From an optimization exercise on the open Yosys and OpenROAD flow, aimed at small area, a short achievable clock period and few clock cycles per item; shortcuts taken in it are not production practice. In this exercise RTL edits were held to simulation tests only and were not proved equivalent to the original. Power and IR drop assume default switching activity.

**design/flow/flow/run.sh**
```bash
#!/bin/bash
# Layout flow: the standard flow (standard.sh: unchanged synthesis, steps
# and constraints), with two settings added to its config.mk:
#  - the buffers that placement puts on the input and output ports are
#    sky130_fd_sc_hd__buf_4 (every port still gets its buffer);
#  - timing repair aims for setup slack >= 9.3 ns at the 13 ns clock, so that
#    it works on the paths that set the period the design achieves.
set -o pipefail
echo 'export BUFFER_PORTS_ARGS = -buffer_cell sky130_fd_sc_hd__buf_4' >> config.mk
echo 'export SETUP_SLACK_MARGIN = 9.3' >> config.mk
bash standard.sh > standard.log 2>&1
```
**design/flow/standard.sh**
```bash
#!/bin/bash
# synth_recipe.tcl (not shown) runs the flow's synth.tcl, then flattens the netlist and writes it again
# the make line also repeats each setting of config.mk as NAME=value (left out here)
make -C /OpenROAD-flow-scripts/flow DESIGN_CONFIG=/design/flow/config.mk WORK_HOME=/design/flow/orfs CLKGATE_MAP_FILE= SYNTH_SCRIPT=/design/flow/synth_recipe.tcl "${@:-finish}"
```
**design/flow/config.mk**
```make
export PLATFORM = sky130hd
export DESIGN_NAME = b2bdu_idct_g
export DESIGN_NICKNAME = b2bdu_idct_g
export VERILOG_FILES = /design/flow/design.v
export SDC_FILE = /design/flow/constraint.sdc
export NUM_CORES = 4
export LEC_CHECK = 0
export CAP_MARGIN = 20
export CORE_MARGIN = 2
export CORE_UTILIZATION = 40
export PLACE_DENSITY = 0.6
export SLEW_MARGIN = 20
export BUFFER_PORTS_ARGS = -buffer_cell sky130_fd_sc_hd__buf_4
export SETUP_SLACK_MARGIN = 9.3
```
**design/flow/constraint.sdc**
```tcl
create_clock -name core_clock -period 13.0 [get_ports {clk}]
set_input_delay 2.6000 -clock core_clock [delete_from_list [all_inputs] [get_ports {clk}]]
set_output_delay 2.6000 -clock core_clock [all_outputs]
set_load 0.01 [all_outputs]
```
**design/flow/design.v**
```verilog
module idct_g_p1 (
    input  wire signed [15:0] b0, b1, b2, b3, b4, b5, b6, b7,
    output wire signed [16:0] s04, t2,
    output wire signed [17:0] t02, t03, t3, t4, t5, t6
);
    wire signed [17:0] x0 = b0, x1 = b1, x2 = b2, x3 = b3;
    wire signed [17:0] x4 = b4, x5 = b5, x6 = b6, x7 = b7;
    assign s04 = x0 + x4;
    assign t2  = x0 - x4;
    assign t02 = x2 + (x2 >>> 2) + (x6 >>> 1);
    assign t03 = (x2 >>> 1) - x6 - (x6 >>> 2);
    assign t3  = x1 + x3 + x5;
    assign t4  = x1 - x3 - x5;
    assign t5  = x7 + x3 - x5;
    assign t6  = x3 - x5 - x7;
endmodule
module idct_g_p2 (
    input  wire signed [16:0] s04, t2,
    input  wire signed [17:0] t02, t03, t3, t4, t5, t6,
    output wire signed [17:0] t0, t1, t11, t12,
    output wire signed [18:0] ct4, ct6, dt3, dt5
);
    wire signed [17:0] y04 = s04, y2 = t2;
    assign t0  = y04 + t02;
    assign t1  = y04 - t02;
    assign t11 = y2 + t03;
    assign t12 = y2 - t03;
    wire signed [18:0] y3 = t3, y4 = t4, y5 = t5, y6 = t6;
    assign ct4 = y4 - (y4 >>> 2) - (y4 >>> 4);
    assign ct6 = y6 - (y6 >>> 2) - (y6 >>> 4);
    assign dt3 = y3 + (y3 >>> 2) - (y3 >>> 4);
    assign dt5 = y5 + (y5 >>> 2) - (y5 >>> 4);
endmodule
module idct_g_p3 (
    input  wire signed [17:0] t4, t6,
    input  wire signed [15:0] et3, et5,      
    input  wire signed [18:0] ct4, ct6, dt3, dt5,
    output wire signed [18:0] t7, t8, t9, t10
);
    wire signed [18:0] y4 = t4, y6 = t6, e3 = et3, e5 = et5;
    assign t7  = y4 + ct6;
    assign t8  = ct4 - y6;
    assign t9  = dt3 + e5;
    assign t10 = e3 - dt5;
endmodule
module idct_g_p4 (
    input  wire signed [17:0] t0, t1, t11, t12,
    input  wire signed [18:0] t7, t8, t9, t10,
    output wire signed [19:0] o0, o1, o2, o3, o4, o5, o6, o7
);
    wire signed [19:0] e0 = t0, e1 = t1, e11 = t11, e12 = t12;
    assign o0 = e0  + t9;
    assign o1 = e11 + t7;
    assign o2 = e12 + t8;
    assign o3 = e1  + t10;
    assign o4 = e1  - t10;
    assign o5 = e12 - t8;
    assign o6 = e11 - t7;
    assign o7 = e0  - t9;
endmodule
module b2bdu_idct_g (
    input  wire        clk,
    input  wire        rst,         
    input  wire        in_valid,
    output wire        in_ready,
    input  wire [31:0] in_coef,     
    input  wire [7:0]  in_dst,      
    input  wire        in_add,      
    output wire        out_valid,
    input  wire        out_ready,
    output wire [7:0]  out_pix,     
    output wire [1:0]  out_err      
);
    integer j, f;
    reg signed [15:0] rc [0:63];    
    reg        [7:0]  rd [0:63];
    reg        rdy_o;        
    reg        rdy_l;        
    reg        iv;           
    reg [5:0]  ik;           
    reg signed [15:0] ic;
    reg [7:0]  id;
    reg [7:0]  ren;          
    reg [5:0]  fk;           
    reg        fwait;        
    reg        rot_act;      
    reg [2:0]  rot;          
    reg        f_add, f_err1, f_err2;
    reg [3:0]  drows;        
    reg [7:0]  rsel;         
    reg [7:0]  rseln;        
    reg [1:0]  derr;
    reg        dadd;
    reg [7:0]  b0pix [0:7];  
    reg [7:0]  b1pix [0:7];  
    reg [1:0]  b0err, b1err;
    reg        b0full, b0rsv, b1full;
    reg [2:0]  ri;
    reg        ov;
    reg [7:0]  opix;
    reg [1:0]  oerr;
    reg        s1_col, s1_row, s1_first, s1_last;
    reg        s2_col, s2_row, s2_first, s2_last;
    reg        s3_col, s3_row, s3_first, s3_last;
    reg        s4_col, s4_row, s4_first, s4_last;
    reg        s5_col, s5_row, s5_first, s5_last;
    reg [7:0]  s5_oor;
    assign in_ready = rdy_o;
    wire   rdy      = ~rdy_l;
    wire in_fire  = in_valid & rdy;
    wire col_fire = in_fire & rot_act;     
    assign out_valid = ov;
    assign out_pix   = opix;
    assign out_err   = oerr;
    wire complete = s4_col & s4_last;      
    wire issue    = ~drows[3] & ~b0full & ~b0rsv;
    wire out_take = (~ov | out_ready) & b1full;
    wire xfer     = b0full & (~b1full | (out_take & (ri == 3'd7)));
    wire [3:0] drows_n  = complete ? 4'd0 : (issue ? drows + 4'd1 : drows);
    wire [2:0] rot_n    = complete ? 3'd0 : (rot_act ? rot + 3'd1 : rot);
    wire       b0full_n = s5_row | (b0full & ~xfer);
    wire       b0rsv_n  = issue | (b0rsv & ~s5_row);
    wire       issue_n  = ~drows_n[3] & ~b0full_n & ~b0rsv_n;
    wire       hold55   = iv & (ik == 6'd55) & ~rot_act;
    reg  [5:0] fk_f      [0:1];
    reg        fwait_f   [0:1];
    reg        iv_f      [0:1];
    reg  [5:0] ik_f      [0:1];
    reg        rot_act_f [0:1];
    reg  [7:0] ren_f     [0:1];
    reg        rdy_f     [0:1];
    always @(*) begin
        for (f = 0; f < 2; f = f + 1) begin
            fk_f[f]      = (f == 1) ? fk + 6'd1 : fk;
            fwait_f[f]   = ~complete & (((f == 1) & (fk == 6'd63)) | fwait);
            iv_f[f]      = ((f == 1) & ~rot_act) | hold55;
            ik_f[f]      = ((f == 1) & ~rot_act) ? fk : ik;
            rot_act_f[f] = ~complete & (rot_act |
                           (iv_f[f] & (ik_f[f] == 6'd55) & drows_n[3]));
            for (j = 0; j < 8; j = j + 1)
                ren_f[f][j] = rot_act_f[f] |
                              (iv_f[f] && ik_f[f][5:3] == j && ik_f[f] != 6'd55);
            rdy_f[f] = ~fwait_f[f] & (rot_act_f[f] ? (rot_n == fk_f[f][2:0]) :
                       (fk_f[f][5:3] != 3'd7) &
                       (({1'b0, fk_f[f][5:3]} < drows_n) |
                        ((fk_f[f][5:3] == drows_n[2:0]) & issue_n)));
        end
    end
    wire coef_oor = ~((&in_coef[31:15]) | ~(|in_coef[31:15]));
    reg signed [15:0] ka [0:7];
    reg        [7:0]  kd [0:7];
    reg signed [15:0] rrow_c [0:7];
    reg        [7:0]  rrow_d [0:7];
    always @(*) begin
        for (j = 0; j < 8; j = j + 1) begin
            rrow_c[j] = 16'sd0;
            rrow_d[j] = 8'd0;
        end
        for (j = 0; j < 64; j = j + 1) begin
            if (((j >> 3) == 6 ? ((j + 3) & 7) : ((j + 4) & 7)) < 4 ?
                rsel[j >> 3] : ~rseln[j >> 3]) begin
                rrow_c[(j >> 3) == 6 ? ((j + 3) & 7) : ((j + 4) & 7)] =
                    rrow_c[(j >> 3) == 6 ? ((j + 3) & 7) : ((j + 4) & 7)] | rc[j];
                rrow_d[(j >> 3) == 6 ? ((j + 3) & 7) : ((j + 4) & 7)] =
                    rrow_d[(j >> 3) == 6 ? ((j + 3) & 7) : ((j + 4) & 7)] | rd[j];
            end
        end
        for (j = 0; j < 7; j = j + 1)
            ka[j] = rot_act ? rc[8*j + (j == 6 ? 1 : 0)] : rrow_c[j];
        ka[7] = rot_act ? $signed(in_coef[15:0]) : rrow_c[7];
        for (j = 0; j < 8; j = j + 1)
            kd[j] = rrow_d[j];
    end
    reg signed [15:0] s1_b [0:7];
    always @(posedge clk) begin
        for (j = 0; j < 8; j = j + 1) s1_b[j] <= ka[j];
        s1_first <= (fk[2:0] == 3'd0);
        s1_last  <= (fk[2:0] == 3'd7);
    end
    wire signed [16:0] p1_s04, p1_t2;
    wire signed [17:0] p1_t02, p1_t03, p1_t3, p1_t4, p1_t5, p1_t6;
    idct_g_p1 u_p1 (
        .b0(s1_b[0]), .b1(s1_b[1]), .b2(s1_b[2]), .b3(s1_b[3]),
        .b4(s1_b[4]), .b5(s1_b[5]), .b6(s1_b[6]), .b7(s1_b[7]),
        .s04(p1_s04), .t2(p1_t2), .t02(p1_t02), .t03(p1_t03),
        .t3(p1_t3), .t4(p1_t4), .t5(p1_t5), .t6(p1_t6)
    );
    reg signed [16:0] s2_s04, s2_t2;
    reg signed [17:0] s2_t02, s2_t03, s2_t3, s2_t4, s2_t5, s2_t6;
    always @(posedge clk) begin
        s2_s04 <= p1_s04; s2_t2 <= p1_t2; s2_t02 <= p1_t02; s2_t03 <= p1_t03;
        s2_t3  <= p1_t3;  s2_t4 <= p1_t4; s2_t5  <= p1_t5;  s2_t6  <= p1_t6;
        s2_first <= s1_first; s2_last <= s1_last;
    end
    wire signed [17:0] p2_t0, p2_t1, p2_t11, p2_t12;
    wire signed [18:0] p2_ct4, p2_ct6, p2_dt3, p2_dt5;
    idct_g_p2 u_p2 (
        .s04(s2_s04), .t2(s2_t2), .t02(s2_t02), .t03(s2_t03),
        .t3(s2_t3), .t4(s2_t4), .t5(s2_t5), .t6(s2_t6),
        .t0(p2_t0), .t1(p2_t1), .t11(p2_t11), .t12(p2_t12),
        .ct4(p2_ct4), .ct6(p2_ct6), .dt3(p2_dt3), .dt5(p2_dt5)
    );
    reg signed [17:0] s3_t0, s3_t1, s3_t11, s3_t12, s3_t4, s3_t6;
    reg signed [15:0] s3_et3, s3_et5;
    reg signed [18:0] s3_ct4, s3_ct6, s3_dt3, s3_dt5;
    always @(posedge clk) begin
        s3_t0  <= p2_t0;  s3_t1  <= p2_t1;  s3_t11 <= p2_t11; s3_t12 <= p2_t12;
        s3_ct4 <= p2_ct4; s3_ct6 <= p2_ct6; s3_dt3 <= p2_dt3; s3_dt5 <= p2_dt5;
        s3_t4  <= s2_t4;  s3_t6  <= s2_t6;
        s3_et3 <= s2_t3[17:2];             
        s3_et5 <= s2_t5[17:2];             
        s3_first <= s2_first; s3_last <= s2_last;
    end
    wire signed [18:0] p3_t7, p3_t8, p3_t9, p3_t10;
    idct_g_p3 u_p3 (
        .t4(s3_t4), .t6(s3_t6), .et3(s3_et3), .et5(s3_et5),
        .ct4(s3_ct4), .ct6(s3_ct6), .dt3(s3_dt3), .dt5(s3_dt5),
        .t7(p3_t7), .t8(p3_t8), .t9(p3_t9), .t10(p3_t10)
    );
    reg signed [17:0] s4_t0, s4_t1, s4_t11, s4_t12;
    reg signed [18:0] s4_t7, s4_t8, s4_t9, s4_t10;
    always @(posedge clk) begin
        s4_t0 <= s3_t0; s4_t1 <= s3_t1; s4_t11 <= s3_t11; s4_t12 <= s3_t12;
        s4_t7 <= p3_t7; s4_t8 <= p3_t8; s4_t9  <= p3_t9;  s4_t10 <= p3_t10;
        s4_first <= s3_first; s4_last <= s3_last;
    end
    wire signed [19:0] ko [0:7];
    idct_g_p4 u_p4 (
        .t0(s4_t0), .t1(s4_t1), .t11(s4_t11), .t12(s4_t12),
        .t7(s4_t7), .t8(s4_t8), .t9(s4_t9), .t10(s4_t10),
        .o0(ko[0]), .o1(ko[1]), .o2(ko[2]), .o3(ko[3]),
        .o4(ko[4]), .o5(ko[5]), .o6(ko[6]), .o7(ko[7])
    );
    wire wb = s4_col;                      
    reg signed [8:0]  s5_r  [0:7];
    reg        [7:0]  s5_hi, s5_lo;
    always @(posedge clk) begin
        for (j = 0; j < 8; j = j + 1) begin
            s5_r[j]   <= ko[j][14:6];
            s5_hi[j]  <= ~ko[j][19] & (|ko[j][18:14]);
            s5_lo[j]  <=  ko[j][19] & ~(&ko[j][18:14]);
            s5_oor[j] <= ~((&ko[j][19:15]) | ~(|ko[j][19:15]));
        end
        s5_first <= s4_first; s5_last <= s4_last;
    end
    wire any_oor = |s5_oor;
    reg signed [9:0]  csum [0:7];
    reg        [7:0]  cadd [0:7];
    reg        [7:0]  cput [0:7];
    always @(*) begin
        for (j = 0; j < 8; j = j + 1) begin
            csum[j] = s5_r[j] + $signed({2'd0, b0pix[j]});
            if (s5_lo[j])
                cadd[j] = 8'd0;
            else if (s5_hi[j])
                cadd[j] = 8'd255;
            else if (csum[j] < 0)
                cadd[j] = 8'd0;
            else if (csum[j] > 10'sd255)
                cadd[j] = 8'd255;
            else
                cadd[j] = csum[j][7:0];
            if (s5_lo[j])
                cput[j] = 8'd0;
            else if (s5_hi[j])
                cput[j] = 8'd255;
            else if (s5_r[j] < 0)
                cput[j] = 8'd0;
            else
                cput[j] = s5_r[j][7:0];
        end
    end
    genvar gu, ge;
    generate
        for (gu = 0; gu < 8; gu = gu + 1) begin : g_row
            wire fill = (gu < 7) && iv && (ik[5:3] == gu);
            localparam WBE = (gu == 6) ? 4 : 3;
            for (ge = 0; ge < 8; ge = ge + 1) begin : g_ent
                always @(posedge clk) begin
                    if (ren[gu]) begin
                        if (ge < 7) begin
                            rc[8*gu+ge] <= (ge == WBE && wb) ? ko[gu][15:0] : rc[8*gu+ge+1];
                            rd[8*gu+ge] <= rd[8*gu+ge+1];
                        end else if (fill) begin
                            rc[8*gu+ge] <= ic;
                            rd[8*gu+ge] <= id;
                        end else begin
                            rc[8*gu+ge] <= rc[8*gu];
                            rd[8*gu+ge] <= (gu == 7 && rdy) ? in_dst : rd[8*gu];
                        end
                    end
                end
            end
        end
    endgenerate
    always @(posedge clk) begin
        rdy_o   <= in_fire ? rdy_f[1]     : rdy_f[0];
        rdy_l   <= in_fire ? ~rdy_f[1]    : ~rdy_f[0];
        fk      <= in_fire ? fk_f[1]      : fk_f[0];
        fwait   <= in_fire ? fwait_f[1]   : fwait_f[0];
        iv      <= in_fire ? iv_f[1]      : iv_f[0];
        ik      <= in_fire ? ik_f[1]      : ik_f[0];
        rot_act <= in_fire ? rot_act_f[1] : rot_act_f[0];
        ren     <= in_fire ? ren_f[1]     : ren_f[0];
        rot     <= rot_n;
        drows   <= drows_n;
        b0full  <= b0full_n;
        b0rsv   <= b0rsv_n;
        if (~hold55) begin
            ic <= $signed(in_coef[15:0]);
            id <= in_dst;
        end
        if (in_fire) begin
            if (fk == 6'd0) begin
                f_add  <= in_add;
                f_err1 <= coef_oor;
            end else begin
                f_err1 <= f_err1 | coef_oor;
            end
        end
        s1_col <= col_fire;
        s1_row <= issue;
        if (issue) begin
            rsel  <= {rsel[6:0], rsel[7]};
            rseln <= {rseln[6:0], rseln[7]};
        end
        if (complete) begin
            rsel  <= 8'h01;
            rseln <= 8'hfe;
        end
        s2_col <= s1_col; s2_row <= s1_row;
        s3_col <= s2_col; s3_row <= s2_row;
        s4_col <= s3_col; s4_row <= s3_row;
        s5_col <= s4_col; s5_row <= s4_row;
        if (s5_col) begin
            f_err2 <= s5_first ? any_oor : (f_err2 | any_oor);
            if (s5_last) begin
                derr <= f_err1 ? 2'd1 : ((f_err2 | any_oor) ? 2'd2 : 2'd0);
                dadd <= f_add;
            end
        end
        if (issue)
            for (j = 0; j < 8; j = j + 1) b0pix[j] <= kd[j];
        if (s5_row) begin
            if (derr == 2'd0)
                for (j = 0; j < 8; j = j + 1)
                    b0pix[j] <= dadd ? cadd[j] : cput[j];
            b0err <= derr;
        end
        if (xfer) begin
            for (j = 0; j < 8; j = j + 1) b1pix[j] <= b0pix[j];
            b1err <= b0err;
        end
        if (~ov | out_ready) begin
            if (b1full) begin
                ov   <= 1'b1;
                opix <= b1pix[ri];
                oerr <= b1err;
                ri   <= ri + 3'd1;
            end else begin
                ov <= 1'b0;
            end
        end
        b1full <= xfer | (b1full & ~(out_take & (ri == 3'd7)));
        if (rst) begin
            rdy_o   <= 1'b1;
            rdy_l   <= 1'b0;
            iv      <= 1'b0;
            ren     <= 8'd0;
            fk      <= 6'd0;
            fwait   <= 1'b0;
            rot_act <= 1'b0;
            rot     <= 3'd0;
            drows   <= 4'd8;
            b0full  <= 1'b0;
            b0rsv   <= 1'b0;
            b1full  <= 1'b0;
            s1_col  <= 1'b0; s1_row <= 1'b0;
            s2_col  <= 1'b0; s2_row <= 1'b0;
            s3_col  <= 1'b0; s3_row <= 1'b0;
            s4_col  <= 1'b0; s4_row <= 1'b0;
            s5_col  <= 1'b0; s5_row <= 1'b0;
            ri      <= 3'd0;
            ov      <= 1'b0;
        end
    end
endmodule
```
==> impl_metrics.yaml, run 1 <==
yosys:
  synth_area_per_cell_um2: 12.5
  ys.flop_type: "edfxtp_1"
  synth_area_mm2: 0.113
  synth_area_leaders: "edfxtp_1, dfxtp_1, ha_1"
  synth_commonest_cells: "edfxtp_1, dfxtp_1, inv_1"
  post-synth-top-count-cell: "edfxtp_1"
  yosys.area.top_type_share_pct: 43.9
  synth_edf_count: 1650
  syn_inst: 9023
  yosys.cell_types.count: 110
  synth_nets: 9841
  yosysTopAreaCell: "edfxtp_1"
  synth-seq-area-share_pct: 59.1
  yosysWarnings: 41
  async_flop_share_pct: 0
  synth-seq-cells: 2508
floorplan:
  die_area_mm2: 0.286
  rows: 195
  initial_core_util_pct: 40.1
  boundaryPins: 57
  die_h_um: 535
  die_w_um: 535
  core_area_mm2: 0.282
routing:
  post_drt_wl_per_cell_um: 28.8
  drtPass1Iterations: 8
  detail_route.drc_violations: 0
  vias: 76300
  wirelength_um: 376000
  drtAntennaViolNets: 0
  post_drt_via_cell_ratio: 5.84
  drtIter0Drc: 8512
finish:
  area_delta_synth_final_pct: 12.6
  stdcell_count: 13100
  fillers: 25200
  layout.nets: 9908
  drive_gt1_share_pct: 10.9
  post-route-util_pct: 45.1
setup_path:
  endpoint_kind: "primary output"
  max_stage_delay_ns: 0.42
  path_cells: "buf_6"
  crit_fanout: 1
  crit_start: "opix[4]"
  crit_buf_inv: 1
  required_ns: 10.40
  critPathLaunchType: "register"
  r2r_start: "rsel[3]"
  path_delay_family: "flip-flops"
  worstSetupPathType: "reg -> out"
  cp_slowest_cell: "edfxtp_1"
  rrSetupSlack_ns: 9.34
  worstPathArrival_ns: 1.37
clock_tree:
  cts.path.max_buffers: 4
  numCtsBuffers: 276
  clock-sinks: 2508
  cts_root_buf: "clkbuf_16"
  worstSkewPairLatency_ns: 0.88
  postCtsHoldBufs: 0
  cts_tree: "yes"
  clkTransAtPathRegs_ns: 0.06
  cts_max_level: 5
sta:
  min_period_ns: 3.97
  fmax_mhz: 252
  slew_headroom_pct: 21.7
  rsz0062_at_grt: "yes"
  fin_crit_sh_pct: 30.5
  worst_pin_slew_ns: 1.17
  drv_slew: 0
  setup-violations-final: 0
  finClkSkew_ns: 0.0775
  hold_viol_final: 0
  setup_tns_ns: 0
global_route:
  grt_pass1_wl_um: 532000
  overflow: 0
  antenna_found_initial: 42
  grt_pass1_vias: 74600
  grt_use_total_pct: 25.6
  grt_max_degree: 113
hold_path:
  hold_path_class: "reg -> reg"
  min_from: "s3_t1[15]"
pwr:
  p_per_area_mw_per_mm2: 187
  ir_drop_uv: 109
  p_leak_nw: 47.4
flow_run:
  timing.max_cap.violations: 0
placement:
  io_buffers: 56
  place_congestion: 0.955
  place_hpwl_um: 266000
  dp.cells: 12600
status:
  status: "no timing/DRC/antenna violations"
-- per-stage QoR --
| step | instance area [µm²] | hold WS [ns] | power [mW] | setup WS (ns) |
|---|---|---|---|---|
| after floorplan | 113000 | 0.310 | 13.1 | 8.80 |
| after global placement | 118000 | 0.312 | 15.7 | 8.62 |
| after detailed placement | 118000 | 0.312 | 15.8 | 8.62 |
| after CTS | 127000 | 0.303 | 23.7 | 8.97 |
| after global routing | 127000 | 0.320 | 24.6 | 8.97 |
| final | 127000 | 0.300 | 23.8 | 9.03 |
-- report_power, final --
group / switching [mW] / internal, mW / leakage (nW)
sequential: 0.598 / 8.97 / 22.2
clock: 3.30 / 4.72 / 4.49
combinational: 4.08 / 2.10 / 20.7
-- path summary, 6_finish.rpt --
kind | end | cells past startpoint
worst min-delay path | s4_t1[15] | 0
worst max register to register | b0pix[3][3] | 6
worst max-delay path | out_pix[4] | 1
worst min register to register | s4_t1[15] | 0
-- state kept, by name (all words and copies together) (netlist names), 19 cells and up --
register,count
s4_t8,19
s4_t7,19
s3_ct4,19
s3_ct6,19
s4_t10,19
b1pix,64
s5_r,72
s1_b,128
s3_dt5,19
rc,1024
rd,512
b0pix,64
s4_t9,19
s3_dt3,19
-- final cells by class --
class | count | area [µm²] | share of cell area, %
Sequential cell | 2508 | 66800 | 52.6
Multi-Input combinational cell | 5400 | 42200 | 33.2
Clock buffer | 384 | 7990 | 6.29
Tap cell | 3743 | 4680 | 3.69
Inverter | 755 | 2860 | 2.25
Timing Repair Buffer | 149 | 1240 | 0.978
Clock inverter | 112 | 1240 | 0.976
Antenna cell | 16 | 40.0 | 0.0315
-- kinds of logic (layout without fill, tap and decap cells) --
logic type / after synthesis / in the layout / share of synthesized area, %
DFF: 2508 / 2508 / 59.1
other: 0 / 16 / 0
buffers and inverters: 1115 / 1400 / 3.75
xor gates and xnor gates: 466 / 466 / 3.62
and+or+nand+nor: 1604 / 1604 / 6.99
muxes: 315 / 315 / 3.13
AOI/OAI and AO/OA: 2242 / 2242 / 13.6
adders and majority gates: 773 / 773 / 9.78
-- cells in the final DEF (no fill, tap or decap), types with 24 or more instances in the layout --
| cell | instances |
|---|---|
| xor2_1 | 108 |
| nor2_1 | 524 |
| and3_1 | 28 |
| buf_4 | 130 |
| clkinv_1 | 24 |
| a221oi_1 | 29 |
| nand4_1 | 154 |
| clkbuf_16 | 291 |
| o21bai_1 | 58 |
| dfxtp_1 | 836 |
| ha_1 | 591 |
| nand2_1 | 290 |
| a31oi_1 | 50 |
| o22ai_1 | 37 |
| a21oi_1 | 466 |
| nor2b_1 | 116 |
| nand3_1 | 73 |
| o21a_1 | 74 |
| xnor2_1 | 349 |
| a21boi_0 | 28 |
| mux2_2 | 301 |
| a21o_1 | 95 |
| a211oi_1 | 38 |
| fa_1 | 182 |
| a22oi_1 | 698 |
| clkinv_2 | 34 |
| o211ai_1 | 39 |
| inv_1 | 741 |
| clkbuf_8 | 36 |
| a41oi_1 | 37 |
| o21ai_0 | 323 |
| or3_1 | 60 |
| nand2b_1 | 83 |
| nor3_1 | 145 |
| clkbuf_1 | 57 |
| a22o_1 | 24 |
| a222oi_1 | 24 |
| edfxtp_1 | 1650 |
-- layer usage --
layer  global-route usage, %  vias to the layer above  part of all wire, %
li1                        -                    33400                    -
met1                    34.6                    38200                   41
met2                    39.5                     3936                   44
met3                    5.14                      713                  9.1
met4                    12.1                       18                  5.3
met5                       0                        -                0.034
-- repair_timing --
action                                 CTS  global route
setup endpoints to repair               70            32
resized for setup                       15            23
endpoints found under the hold margin    0             0
setup buffers                            2             0
pin swaps                                1             7
Testbench counts, summed over its fixed seeds: cycles 22,328, blocks 320.
==> run 2, diff against run 1 <==
--- a/design/flow/design.v
+++ b/design/flow/design.v
@@ -382,6 +382,8 @@
             s5_col  <= 1'b0; s5_row <= 1'b0;
             ri      <= 3'd0;
             ov      <= 1'b0;
+            opix    <= 8'd0;
+            oerr    <= 2'd0;
         end
     end
 endmodule
==> run 2 against run 1 <==
- still clean on timing, DRC and antenna
- global-route usage barely moved
- sequential cell count did not move
- critical path depth did not move
- maximum frequency rose by 1.9%
- setup slack improved by 0.073 ns
- hold slack improved by 0.012 ns
- combinational power fell by 15%
- area after synthesis rose by 0.32%
- synthesized cell count rose by 1.3%
- wire length rose by 0.52%
- critical path type unchanged
- largest cell class unchanged
==> impl_metrics.yaml, run 2 <==
placement:
  dp.cells: 12700
  io_buffers: 56
  place_hpwl_um: 270000
  place_congestion: 0.958
  dp_slack_ns: 8.54
sta:
  worst_pin_slew_ns: 1.28
  slew_headroom_pct: 13.9
  rsz0062_at_grt: "yes"
  drv_slew: 0
  setup_tns_ns: 0
  finClkSkew_ns: 0.0800
  fmax_mhz: 257
  min_period_ns: 3.89
  hold_viol_final: 0
  fin_crit_sh_pct: 29.9
  hold_slack_ns: 0.312
  layout_setup_ws_ns: 9.11
  setup-violations-final: 0
setup_path:
  critPathLaunchType: "register"
  required_ns: 10.40
  worstSetupPathType: "reg -> out"
  rr_endpoint: "s5_lo[2]"
  max_stage_delay_ns: 0.38
  r2r_cells: 12
  worstPathArrival_ns: 1.29
  crit_buf_inv: 1
  cp_slowest_cell: "dfxtp_4"
  rrSetupSlack_ns: 9.28
  crit_fanout: 2
  r2r_start: "s4_t12[0]"
  endpoint_kind: "primary output"
  path_cells: "buf_6"
  path_delay_family: "flip-flops"
yosys:
  synth-seq-area-share_pct: 58.9
  yosysWarnings: 41
  syn_inst: 9138
  yosys.cell_types.count: 95
  synth_commonest_cells: "edfxtp_1, dfxtp_1, inv_1"
  post-synth-top-count-cell: "edfxtp_1"
  synth_area_mm2: 0.113
  ys.flop_type: "edfxtp_1"
  synth_area_leaders: "edfxtp_1, dfxtp_1, ha_1"
  synth_nets: 9956
  synth_edf_count: 1640
  synth_area_per_cell_um2: 12.4
  synth-seq-cells: 2508
  yosys.area.top_type_share_pct: 43.5
  async_flop_share_pct: 0
  yosysTopAreaCell: "edfxtp_1"
clock_tree:
  postCtsHoldBufs: 0
  cts_max_level: 5
  worstSkewPairLatency_ns: 0.87
  cts_root_buf: "clkbuf_16"
  numCtsBuffers: 273
  clock-sinks: 2508
  clkTransAtPathRegs_ns: 0.06
  cts_tree: "yes"
  cts.path.max_buffers: 4
routing:
  drtPass1Iterations: 6
  vias: 77400
  post_drt_via_cell_ratio: 5.87
  detail_route.drc_violations: 0
  drtAntennaViolNets: 0
  post_drt_wl_per_cell_um: 28.7
  drtIter0Drc: 9020
  wirelength_um: 378000
finish:
  layout.nets: 10000
  fillers: 25300
  multi_input_comb_area_mm2: 0.0426
  largestRegisters: "rc: 1024 flops, rd: 512 flops, s1_b: 128 flops"
  stdcell_count: 13200
  area_delta_synth_final_pct: 12.4
  largest_reg_flops: 1024
  register_area_mm2: 0.0667
  regMostFlops: "rc"
  final_cell_mix: "edfxtp_1, dfxtp_1, inv_1"
  drive_gt1_share_pct: 11.2
  final_common_cell: "edfxtp_1"
global_route:
  grt_pass1_vias: 75500
  grt_pass1_wl_um: 535000
  antenna_found_initial: 33
  overflow: 0
  grt_use_total_pct: 25.7
  grt_max_degree: 116
pwr:
  p_per_area_mw_per_mm2: 177
  power_mw: 22.5
  p_leak_nw: 47.7
  ir_drop_uv: 112
hold_path:
  hold_path_class: "reg -> reg"
  min_from: "s3_t0[3]"
  min_path_cells: 0
  min_to: "s4_t0[3]"
floorplan:
  rows: 195
  die_h_um: 536
  initial_core_util_pct: 40.2
  boundaryPins: 57
  die_w_um: 536
  die_area_mm2: 0.287
  core_area_mm2: 0.282
status:
  status: "no timing/DRC/antenna violations"
flow_run:
  timing.max_cap.violations: 0
run 2: cell count changes in the layout (fill, tap and decap cells not counted), moves of 22 or more:
cell and change:
buf_4 +22, nand3_1 +29, a22oi_1 -23, inv_1 +40, o31ai_1 +28, nand2_1 +42
run 2: worst max-delay path by stage:
| stage | startpoint | to | slack, ns | cells past startpoint |
|---|---|---|---|---|
| 2_1_floorplan | out_ready | b1err[0] | 8.79 | 3 |
| 3_3_place_gp | in_valid | ren[0] | 8.55 | 7 |
| 3_5_place_dp | in_valid | ren[6] | 8.54 | 7 |
| 4_1_cts | opix[1] | out_pix[1] | 9.05 | 1 |
| 5_1_grt | opix[1] | out_pix[1] | 9.05 | 1 |
| 6_report | opix[1] | out_pix[1] | 9.11 | 1 |
run 2: timing repair:
action / 4_1_cts / 5_1_grt
gates cloned: 0 / 0
setup buffers: 5 / 9
setup endpoints to repair: 33 / 72
gates resized for setup: 49 / 45
pin swaps: 1 / 12
run 2: per-stage QoR:
| stage | utilization (%) | cell area, µm² |
|---|---|---|
| global route | 45.2 | 127000 |
| global placement | 41.8 | 118000 |
| finish | 45.2 | 127000 |
| CTS | 45.1 | 127000 |
| detailed placement | 41.8 | 118000 |
| floorplan | - | 113000 |
run 2: cell type report:
type	count	share of cell area, %
Clock buffer	352	5.92
Clock inverter	134	1.06
Timing Repair Buffer	167	1.05
Multi-Input combinational cell	5466	33.5
Sequential cell	2508	52.4
Inverter	798	2.37
Antenna cell	17	0.0334
Tap cell	3743	3.68
run 2: cells by family after synthesis:
family | count (synthesis) | share of synthesized area (%)
and+or+nand+nor | 1647 | 7.01
adders and majority gates | 773 | 9.75
DFF | 2508 | 58.9
AOI/OAI and AO/OA | 2299 | 14.0
buffers and inverters | 1164 | 3.88
muxes | 315 | 3.12
xor gates and xnor gates | 432 | 3.34
run 2: worst reg2reg max path: stages (launching register included):
cell and delay (ns):
dfxtp_1 0.36, ha_1 0.17, inv_1 0.05, fa_1 0.42
o21bai_1 0.36, a21oi_1 0.19, o21bai_1 0.30, a221oi_2 0.14
o21ai_0 0.47, nor2_1 0.11, xnor2_1 0.69, inv_1 0.14
a21boi_0 0.23
run 2: where the power goes:
group / internal (mW) / leakage, nW / total (mW) / switching, mW
logic: 1.78 / 21.2 / 5.22 / 3.45
clock network: 4.55 / 4.34 / 7.83 / 3.27
registers: 8.89 / 22.2 / 9.46 / 0.565
run 2: layer usage:
layer / GRT usage [%] / vias to the layer above / wire length, µm / part of all wire (%)
met5: 0 / - / 91 / 0.024
met4: 11.7 / 14 / 19000 / 5.0
met3: 4.73 / 680 / 34600 / 9.2
met1: 34.9 / 38800 / 156000 / 41
met2: 39.7 / 4071 / 168000 / 44
li1: - / 33900 / - / -
Testbench counts of run 2, summed over its fixed seeds: cycles 22,328, blocks 320.

[what the ideal ports hide]
The results above use ideal ports. As a check the final layouts listed here were re-extracted and re-timed, cells and wires unchanged. Step 1 assumes that a clkbuf_16 drives the clock port and a buf_2 every other input. Step 2, shift: input delay + t, output delay - t, t = (earliest + latest rising clock arrival at the registers) / 2. This alone moves slack from input paths to output paths. Three values: ideal, step 1, step 2; two values: the first two.
run	t (ns)	setup slack, ns	hold WS [ns]	latest minus earliest clock arrival (ns)
run 1	0.938	9.034 / 8.939 / 8.576	0.300 / 0.300 / 0.300	0.082 / 0.083
run 2	0.922	9.107 / 9.015 / 8.657	0.312 / 0.312 / 0.312	0.083 / 0.083
After both steps setup and hold are still met in every run listed. The setup slack of run 1, which loses most, moves by -0.095 ns with the drivers and by -0.458 ns with both steps.
